Background: an optimization exercise with open tools, aiming at small area, a short achievable clock period and few clock cycles. Do not read the settings as production practice. RTL that was checked went through simulation tests only; none was proved equivalent to the original. Power and IR drop assume default switching activity.

Setup of lane 3:
==> flow/design.v <==
module adc_acq (
    input  wire        clk,
    input  wire        rst,        
    input  wire        start,
    input  wire        dev24,      
    input  wire [7:0]  n,          
    input  wire [2:0]  gain,       
    input  wire [30:0] vref_uv,    
    output reg         ready,
    input  wire        s_valid,
    input  wire [23:0] s_data,     
    input  wire        s_timeout,  
    output reg         s_ready,
    output reg         done,
    output wire [31:0] res_raw,    
    output wire [31:0] res_uv,     
    output reg         res_to      
);
    localparam [22:0] M = 23'h7fffff;
    reg         flush;      
    reg         first;      
    reg         inv;        
    reg         div;        
    reg         hv;         
    reg         fin;        
    reg         f1, f2, f3;
    reg         abort;      
    reg         gz;         
    reg         op_dev24;
    reg  [7:0]  nd;         
    reg  [7:0]  cnt;        
    reg  [2:0]  gcnt;       
    reg  [36:0] V;          
    reg  [31:0] acc;        
    reg  [59:0] P;          
    reg         neg;        
    assign res_raw = acc;
    assign res_uv  = P[31:0];
    wire take = s_valid & s_ready;
    wire [36:0] v16 = (gain == 3'd0) ? 37'd375 * M : 37'd125 * M;
    wire [31:0] add_a = (fin ? {8'd0, acc[23:0]} : acc) ^ {32{inv}};
    wire [23:0] smp   = P[59:36] & {24{s_ready | flush}};
    wire [31:0] add_b = {{8{smp[23]}}, smp};
    wire [31:0] add_o;
    wire        add_co;
    bk_add #(32) u_acc (.a(add_a), .b(add_b), .ci(inv), .s(add_o), .co(add_co));
    wire [8:0]  d_t1 = {acc[31:24], acc[23]};
    wire [9:0]  d_s1 = {1'b0, d_t1} - {2'b00, nd};
    wire        d_q1 = ~d_s1[9];
    wire [7:0]  d_r1 = d_q1 ? d_s1[7:0] : d_t1[7:0];
    wire [8:0]  d_t2 = {d_r1, acc[22]};
    wire [9:0]  d_s2 = {1'b0, d_t2} - {2'b00, nd};
    wire        d_q2 = ~d_s2[9];
    wire [7:0]  d_r2 = d_q2 ? d_s2[7:0] : d_t2[7:0];
    wire [31:0] divout = {d_r2, acc[21:0], d_q1, d_q2};
    wire        div_step = div & gz & ~(first & neg);
    wire [39:0] h_p  = {P[37:0], 2'b00};
    wire [39:0] h_x0 = acc[0] ? {3'd0, V} : 40'd0;
    wire [39:0] h_x1 = acc[1] ? {2'd0, V, 1'b0} : 40'd0;
    wire [39:0] h_s  = h_p ^ h_x0 ^ h_x1;
    wire [39:0] h_c  = (h_p & h_x0) | (h_p & h_x1) | (h_x0 & h_x1);
    wire [39:0] h_lo;
    wire        h_co;
    bk_add #(40) u_hor (.a(h_s), .b({h_c[38:0], 1'b0}), .ci(1'b0), .s(h_lo), .co(h_co));
    wire [19:0] h_up  = P[57:38];
    wire [19:0] h_upi = h_up + 20'd1;
    wire [59:0] hsum  = {(h_co | h_c[39]) ? h_upi : h_up, h_lo};
    wire [30:0] wh = P[59:29];
    wire [22:0] f_a = wh[22:0];
    wire [22:0] f_b = P[28:6];
    wire [22:0] f_k = 23'h3fffff;
    wire [22:0] f_s = f_a ^ f_b ^ f_k;
    wire [22:0] f_c = (f_a & f_b) | (f_a & f_k) | (f_b & f_k);
    wire [22:0] f_x;
    wire        f_co;
    bk_add #(23) u_f1 (.a(f_s), .b({f_c[21:0], 1'b0}), .ci(P[5]), .s(f_x), .co(f_co));
    wire [24:0] x  = {f_c[22] & f_co, f_c[22] ^ f_co, f_x};
    wire [8:0]  sh   = {1'b0, wh[30:23]} + {7'd0, P[24:23]};
    wire [9:0]  shn  = {2'b00, wh[30:23]} + {8'd0, P[24:23]} - {9'd0, neg};
    wire [9:0]  c_lo = {1'b0, P[8:0]} + {1'b0, sh} + 10'd1;
    wire        c    = c_lo[9] & (&P[22:9]);
    wire [10:0] q_lo  = {1'b0, wh[9:0]} + {1'b0, P[9:0]} + {10'd0, P[10]};
    wire [21:0] q_up  = {1'b0, wh[30:10]};
    wire [21:0] q_upi = q_up + 22'd1;
    wire [21:0] q_upd = q_up - 22'd1;
    wire [31:0] q     = {(q_lo[10] & ~P[9]) ? q_upi : (~q_lo[10] & P[9]) ? q_upd : q_up, q_lo[9:0]};
    wire [31:0] uv = q ^ {32{neg}};
    reg  [2:0] gsh;    
    always @(*) begin
        case ({dev24, gain})
            4'b0000: gsh = 3'd5;
            4'b0001: gsh = 3'd6;
            4'b0010: gsh = 3'd5;
            4'b0011: gsh = 3'd4;
            4'b0100: gsh = 3'd3;
            4'b0101: gsh = 3'd2;
            4'b0110: gsh = 3'd6;
            4'b0111: gsh = 3'd6;
            4'b1111: gsh = 3'd6;
            default: gsh = 3'd6 - gain;
        endcase
    end
    wire [2:0] gcnt_nx = ready ? gsh
                               : ((gcnt != 3'd0) ? gcnt - 3'd1 : 3'd0);
    wire       last_div = div_step & (cnt == 8'd1);
    always @(posedge clk) begin
        gcnt <= gcnt_nx;
        gz   <= (gcnt_nx <= 3'd1);    
        if (ready)
            V <= dev24 ? {6'd0, vref_uv} : v16;
        else if (gcnt != 3'd0)
            V <= {V[35:0], 1'b0};
        if (ready) begin
            op_dev24 <= dev24;
            nd       <= n;
        end
        if (ready | abort)
            acc <= 32'd0;
        else if (div_step)
            acc <= divout;
        else
            acc <= add_o;
        if (hv)
            P <= hsum;
        else if (f1)
            P[24:0] <= x;
        else if (f2)
            P[10:0] <= {c, shn};
        else if (f3)
            P[31:0] <= uv;
        else if (take & ~s_timeout)    
            P <= {op_dev24 ? s_data : {s_data[15:0], 8'd0}, 36'd0};
        else
            P <= 60'd0;
        if (flush) neg <= add_o[31];
        inv <= (flush & add_o[31]) | (last_div & neg);
        if (ready)
            cnt <= n;
        else if (take & ~s_timeout)
            cnt <= cnt - 8'd1;
        else if (flush)
            cnt <= op_dev24 ? 8'd12 : 8'd8;
        else if (div_step)
            cnt <= cnt - 8'd1;
        if (ready)
            res_to <= 1'b0;
        else if (take & s_timeout)
            res_to <= 1'b1;
        if (rst) begin
            ready   <= 1'b1;
            s_ready <= 1'b0;
            done    <= 1'b0;
            flush   <= 1'b0;
            first   <= 1'b0;
            div     <= 1'b0;
            hv      <= 1'b0;
            fin     <= 1'b0;
            f1      <= 1'b0;
            f2      <= 1'b0;
            f3      <= 1'b0;
            abort   <= 1'b0;
        end else begin
            ready   <= ready ? ~start : (f3 | abort);
            s_ready <= (ready & start & (n != 8'd0)) |
                       (s_ready & ~(take & (s_timeout | (cnt == 8'd1))));
            flush   <= take & ~s_timeout & (cnt == 8'd1);
            first   <= flush | (first & ~neg & ~div_step);
            div     <= flush | (div & ~last_div);
            hv      <= div_step;
            fin     <= last_div;
            f1      <= fin;
            f2      <= f1;
            f3      <= f2;
            abort   <= (ready & start & (n == 8'd0)) | (take & s_timeout);
            done    <= f3 | abort;
        end
    end
endmodule
module bk_add #(parameter W = 32) (
    input  wire [W-1:0] a,
    input  wire [W-1:0] b,
    input  wire         ci,
    output wire [W-1:0] s,
    output wire         co
);
    localparam L = (W <= 2) ? 1 : (W <= 4) ? 2 : (W <= 8) ? 3 : (W <= 16) ? 4 : (W <= 32) ? 5 : 6;
    wire [W-1:0] p0 = a ^ b;
    wire [W-1:0] g0 = a & b;
    wire [W-1:0] gp [0:2*L];
    wire [W-1:0] pp [0:2*L];
    genvar i, l;
    generate
        for (i = 0; i < W; i = i + 1) begin : init
            if (i == 0) begin : b0
                assign gp[0][i] = g0[0] | (p0[0] & ci);
                assign pp[0][i] = 1'b0;
            end else begin : bi
                assign gp[0][i] = g0[i];
                assign pp[0][i] = p0[i];
            end
        end
        for (l = 0; l < L; l = l + 1) begin : up
            for (i = 0; i < W; i = i + 1) begin : b
                if (((i + 1) % (2 << l)) == 0) begin : n
                    assign gp[l+1][i] = gp[l][i] | (pp[l][i] & gp[l][i - (1 << l)]);
                    assign pp[l+1][i] = pp[l][i] & pp[l][i - (1 << l)];
                end else begin : w
                    assign gp[l+1][i] = gp[l][i];
                    assign pp[l+1][i] = pp[l][i];
                end
            end
        end
        for (l = L - 1; l >= 1; l = l - 1) begin : dn
            for (i = 0; i < W; i = i + 1) begin : b
                if (((i + 1) % (1 << l)) == (1 << (l - 1)) && (i + 1) > (1 << l)) begin : n
                    assign gp[2*L-l][i] = gp[2*L-l-1][i] | (pp[2*L-l-1][i] & gp[2*L-l-1][i - (1 << (l-1))]);
                    assign pp[2*L-l][i] = pp[2*L-l-1][i] & pp[2*L-l-1][i - (1 << (l-1))];
                end else begin : w
                    assign gp[2*L-l][i] = gp[2*L-l-1][i];
                    assign pp[2*L-l][i] = pp[2*L-l-1][i];
                end
            end
        end
    endgenerate
    wire [W-1:0] c = gp[2*L-1];    
    assign s  = p0 ^ {c[W-2:0], ci};
    assign co = c[W-1];
endmodule
Settings: LEC_CHECK=0, ABC_AREA=1, CAP_MARGIN=20, CORE_MARGIN=2, CORE_UTILIZATION=40, CTS_BUF_LIST=sky130_fd_sc_hd__clkbuf_4 sky130_fd_sc_hd__clkbuf_8, SLEW_MARGIN=20, TNS_END_PERCENT=0; clock period 11.0 ns.
standard.sh (not shown) runs the stock make flow with config.mk's settings and CLKGATE_MAP_FILE= SYNTH_SCRIPT=/design/flow/synth_recipe.tcl, a recipe that flattens the netlist after the stock synthesis.
==> flow/flow/run.sh <==
#!/bin/bash
# Standard layout, with the timing repair aiming for 7.5 ns of setup slack
# (a 3.5 ns path at the 11 ns clock) and the port buffers made from buf_1.
set -euo pipefail
export SETUP_SLACK_MARGIN=7.5
export BUFFER_PORTS_ARGS="-buffer_cell sky130_fd_sc_hd__buf_1"
bash standard.sh > standard.log 2>&1
The following lists how lane 5 was set up differently from lane 3:
--- a/flow/design.v
+++ b/flow/design.v
@@ -106,5 +106,5 @@
     always @(posedge clk) begin
         gcnt <= gcnt_nx;
-        gz   <= (gcnt_nx <= 3'd1);    
+        gz   <= (gcnt_nx == 3'd0);
         if (ready)
             V <= dev24 ? {6'd0, vref_uv} : v16;
Notes after the runs:
- Design area improves in lane 5 relative to lane 3.
- Lane 3 leaves more setup margin than lane 5.
- Changes observed in lane 5 relative to lane 3: clock-net power higher, overall power of the completed layout higher, synthesis-to-layout area growth lower.
- Relative to lane 3, clock latency on the worst-skew pair has decreased by 0.02 ns in lane 5.
- When lane 5 is set beside lane 3, its first-pass iteration count of the detailed router turns out to be 1 larger.
- Sequential share of layout area in lane 5 vs lane 3: up 0.30 points
- Summary: with lane 3 as the reference, average detailed-routed wire length per instance in lane 5 moved down slightly.
- Lower number of DRC markers after the initial detailed-route iteration goes to lane 5 over lane 3.
- Lane 3 → lane 5: via count lower; net count of the mapped netlist flat.
- Compared with lane 3, lane 5 shows a lower global-route wire length before repair.
- | die span in y | lane 3 vs lane 5 | ≈ equal |
Testbench counts of lane 5, summed over its fixed seeds: cycles 89,746.
No functional check of the RTL was part of lane 3.

========
Another version of the RTL of adc_acq (not shown whole).
For scale: ~170 flip-flops, about 140 I/O pins, roughly 17000 µm² of cells after synthesis.
==> module adc_acq, before the edit <==
module adc_acq (
    input  wire        clk,
    input  wire        rst,        
    input  wire        start,
    input  wire        dev24,      
    input  wire [7:0]  n,          
    input  wire [2:0]  gain,       
    input  wire [30:0] vref_uv,    
    output reg         ready,
    input  wire        s_valid,
    input  wire [23:0] s_data,     
    input  wire        s_timeout,  
    output reg         s_ready,
    output reg         done,
    output wire [31:0] res_raw,    
    output wire [31:0] res_uv,     
    output reg         res_to      
);
    localparam [22:0] M = 23'h7fffff;
    reg         flush;      
    reg         first;      
    reg         inv;        
    reg         div;        
    reg         hv;         
    reg         fin;        
    reg         f1, f2, f3;
    reg         abort;      
    reg         gz;         
    reg         op_dev24;
    reg  [7:0]  nd;         
    reg  [7:0]  cnt;        
    reg  [2:0]  gcnt;       
    reg  [36:0] V;          
    reg  [31:0] acc;        
    reg  [59:0] P;          
    reg         neg;        
    assign res_raw = acc;
    assign res_uv  = P[31:0];
    wire take = s_valid & s_ready;
    wire [36:0] v16 = (gain == 3'd0) ? 37'd375 * M : 37'd125 * M;
    wire [31:0] add_a = (fin ? {8'd0, acc[23:0]} : acc) ^ {32{inv}};
    wire [23:0] smp   = P[59:36] & {24{s_ready | flush}};
    wire [31:0] add_b = {{8{smp[23]}}, smp};
    wire [31:0] add_o;
    wire        add_co;
    bk_add #(32) u_acc (.a(add_a), .b(add_b), .ci(inv), .s(add_o), .co(add_co));
    wire [8:0]  d_t1 = {acc[31:24], acc[23]};
    wire [9:0]  d_s1 = {1'b0, d_t1} - {2'b00, nd};
    wire        d_q1 = ~d_s1[9];
    wire [7:0]  d_r1 = d_q1 ? d_s1[7:0] : d_t1[7:0];
    wire [8:0]  d_t2 = {d_r1, acc[22]};
    wire [9:0]  d_s2 = {1'b0, d_t2} - {2'b00, nd};
    wire        d_q2 = ~d_s2[9];
    wire [7:0]  d_r2 = d_q2 ? d_s2[7:0] : d_t2[7:0];
    wire [31:0] divout = {d_r2, acc[21:0], d_q1, d_q2};
    wire        div_step = div & gz & ~(first & neg);
    wire [39:0] h_p  = {P[37:0], 2'b00};
    wire [39:0] h_x0 = acc[0] ? {3'd0, V} : 40'd0;
    wire [39:0] h_x1 = acc[1] ? {2'd0, V, 1'b0} : 40'd0;
    wire [39:0] h_s  = h_p ^ h_x0 ^ h_x1;
    wire [39:0] h_c  = (h_p & h_x0) | (h_p & h_x1) | (h_x0 & h_x1);
    wire [39:0] h_lo;
    wire        h_co;
    bk_add #(40) u_hor (.a(h_s), .b({h_c[38:0], 1'b0}), .ci(1'b0), .s(h_lo), .co(h_co));
    wire [19:0] h_up  = P[57:38];
    wire [19:0] h_upi = h_up + 20'd1;
    wire [59:0] hsum  = {(h_co | h_c[39]) ? h_upi : h_up, h_lo};
    wire [30:0] wh  = P[59:29];                
    wire [30:0] whv = V[30:0];                 
    wire [22:0] f_a = wh[22:0];
    wire [22:0] f_b = P[28:6];
    wire [22:0] f_k = 23'h3fffff;
    wire [22:0] f_s = f_a ^ f_b ^ f_k;
    wire [22:0] f_c = (f_a & f_b) | (f_a & f_k) | (f_b & f_k);
    wire [22:0] f_x;
    wire        f_co;
    bk_add #(23) u_f1 (.a(f_s), .b({f_c[21:0], 1'b0}), .ci(P[5]), .s(f_x), .co(f_co));
    wire [24:0] x  = {f_c[22] & f_co, f_c[22] ^ f_co, f_x};
    wire [8:0]  sh   = {1'b0, whv[30:23]} + {7'd0, P[24:23]};
    wire [9:0]  shn  = {2'b00, whv[30:23]} + {8'd0, P[24:23]} - {9'd0, neg};
    wire [9:0]  c_lo = {1'b0, P[8:0]} + {1'b0, sh} + 10'd1;
    wire        c    = c_lo[9] & (&P[22:9]);
    wire [10:0] q_lo  = {1'b0, whv[9:0]} + {1'b0, P[9:0]} + {10'd0, P[10]};
    wire [21:0] q_up  = {1'b0, whv[30:10]};
    wire [21:0] q_upi = q_up + 22'd1;
    wire [21:0] q_upd = q_up - 22'd1;
    wire [31:0] q     = {(q_lo[10] & ~P[9]) ? q_upi : (~q_lo[10] & P[9]) ? q_upd : q_up, q_lo[9:0]};
    wire [31:0] uv = q ^ {32{neg}};
    reg  [2:0] gsh;    
    always @(*) begin
        case ({dev24, gain})
            4'b0000: gsh = 3'd5;
            4'b0001: gsh = 3'd6;
            4'b0010: gsh = 3'd5;
            4'b0011: gsh = 3'd4;
            4'b0100: gsh = 3'd3;
            4'b0101: gsh = 3'd2;
            4'b0110: gsh = 3'd6;
            4'b0111: gsh = 3'd6;
            4'b1111: gsh = 3'd6;
            default: gsh = 3'd6 - gain;
        endcase
    end
    wire [2:0] gcnt_nx = ready ? gsh
                               : ((gcnt != 3'd0) ? gcnt - 3'd1 : 3'd0);
    wire       last_div = div_step & (cnt == 8'd1);
    always @(posedge clk) begin
        gcnt <= gcnt_nx;
        gz   <= (gcnt_nx <= 3'd1);    
        if (ready)
            V <= dev24 ? {6'd0, vref_uv} : v16;
        else if (gcnt != 3'd0)
            V <= {V[35:0], 1'b0};
        else if (f1)
            V <= {6'd0, wh};
        if (ready) begin
            op_dev24 <= dev24;
            nd       <= n;
        end
        if (ready | abort)
            acc <= 32'd0;
        else if (div_step)
            acc <= divout;
        else
            acc <= add_o;
        if (hv)
            P <= hsum;
        else if (f1)
            P <= {35'd0, x};
        else if (f2)
            P <= {49'd0, c, shn};
        else if (f3)
            P <= {28'd0, uv};
        else if (take & ~s_timeout)    
            P <= {op_dev24 ? s_data : {s_data[15:0], 8'd0}, 36'd0};
        else
            P <= 60'd0;
        if (flush) neg <= add_o[31];
        inv <= (flush & add_o[31]) | (last_div & neg);
        if (ready)
            cnt <= n;
        else if (take & ~s_timeout)
            cnt <= cnt - 8'd1;
        else if (flush)
            cnt <= op_dev24 ? 8'd12 : 8'd8;
        else if (div_step)
            cnt <= cnt - 8'd1;
        if (ready)
            res_to <= 1'b0;
        else if (take & s_timeout)
            res_to <= 1'b1;
        if (rst) begin
            ready   <= 1'b1;
            s_ready <= 1'b0;
            done    <= 1'b0;
            flush   <= 1'b0;
            first   <= 1'b0;
            div     <= 1'b0;
            hv      <= 1'b0;
            fin     <= 1'b0;
            f1      <= 1'b0;
            f2      <= 1'b0;
            f3      <= 1'b0;
            abort   <= 1'b0;
        end else begin
            ready   <= ready ? ~start : (f3 | abort);
            s_ready <= (ready & start & (n != 8'd0)) |
                       (s_ready & ~(take & (s_timeout | (cnt == 8'd1))));
            flush   <= take & ~s_timeout & (cnt == 8'd1);
            first   <= flush | (first & ~neg & ~div_step);
            div     <= flush | (div & ~last_div);
            hv      <= div_step;
            fin     <= last_div;
            f1      <= fin;
            f2      <= f1;
            f3      <= f2;
            abort   <= (ready & start & (n == 8'd0)) | (take & s_timeout);
            done    <= f3 | abort;
        end
    end
endmodule
Settings: LEC_CHECK=0, ABC_AREA=1, CAP_MARGIN=20, CORE_MARGIN=2, CORE_UTILIZATION=40, CTS_BUF_LIST=sky130_fd_sc_hd__clkbuf_8 sky130_fd_sc_hd__clkbuf_16, SLEW_MARGIN=20, TNS_END_PERCENT=0; clock period 11.0 ns.
Scripts as last shown in full above: flow/flow/run.sh
Rerun with:
--- a/flow/design.v
+++ b/flow/design.v
@@ -33,8 +33,9 @@
     reg  [36:0] V;          
     reg  [31:0] acc;        
     reg  [59:0] P;          
     reg         neg;        
+    reg  [1:0]  dg;         
     assign res_raw = acc;
     assign res_uv  = P[31:0];
     wire take = s_valid & s_ready;
     wire [36:0] v16 = (gain == 3'd0) ? 37'd375 * M : 37'd125 * M;
@@ -54,10 +55,10 @@
     wire [7:0]  d_r2 = d_q2 ? d_s2[7:0] : d_t2[7:0];
     wire [31:0] divout = {d_r2, acc[21:0], d_q1, d_q2};
     wire        div_step = div & gz & ~(first & neg);
     wire [39:0] h_p  = {P[37:0], 2'b00};
-    wire [39:0] h_x0 = acc[0] ? {3'd0, V} : 40'd0;
-    wire [39:0] h_x1 = acc[1] ? {2'd0, V, 1'b0} : 40'd0;
+    wire [39:0] h_x0 = dg[0] ? {3'd0, V} : 40'd0;
+    wire [39:0] h_x1 = dg[1] ? {2'd0, V, 1'b0} : 40'd0;
     wire [39:0] h_s  = h_p ^ h_x0 ^ h_x1;
     wire [39:0] h_c  = (h_p & h_x0) | (h_p & h_x1) | (h_x0 & h_x1);
     wire [39:0] h_lo;
     wire        h_co;
@@ -116,8 +117,9 @@
         if (ready) begin
             op_dev24 <= dev24;
             nd       <= n;
         end
+        dg <= {d_q1, d_q2};
         if (ready | abort)
             acc <= 32'd0;
         else if (div_step)
             acc <= divout;
Result: Non-clock buffer count came out lower by 4. Total power goes up by 3.9%. Global-route usage hardly moves. Combinational power rose by 15%. Die area is about the same. Worst hold slack gains 13 ps. Via count climbs by 1.1%.
Testbench counts after the change, summed over its fixed seeds: cycles 89,574.
No functional check of the RTL was part of the first run of this note.

## what the ideal ports hide
In the flow no input, the clock included, has a driving cell. The finished layouts below were timed again as built, in two steps. Step 1: set_driving_cell puts a clkbuf_16 on clk and a buf_2 on each other input, an assumption about the parent block. Step 2 also shifts input and output timing later by t, the mid clock arrival at the registers, as if the neighbouring blocks saw the same clock. Slacks: ideal ports / drivers / drivers and shift; pairs: ideal ports / drivers.
| run | shift t [ns] | slack for setup (ns) | slew at the worst register clock pin (ns) |
|---|---|---|---|
| lane 3 | 0.572 | 7.352 / 7.305 / 6.904 | 0.11 / 0.11 |
| lane 5 | 0.558 | 7.334 / 7.280 / 7.238 | 0.11 / 0.11 |
| the first run of note 2 | 0.516 | 7.368 / 7.386 / 6.888 | 0.08 / 0.08 |
| the second run of note 2 | 0.518 | 7.459 / 7.403 / 7.286 | 0.08 / 0.08 |
After both steps setup and hold are still met in every run listed. The setup slack of the first run of note 2, which loses most, moves by +0.018 ns with the drivers and by -0.480 ns with both steps.
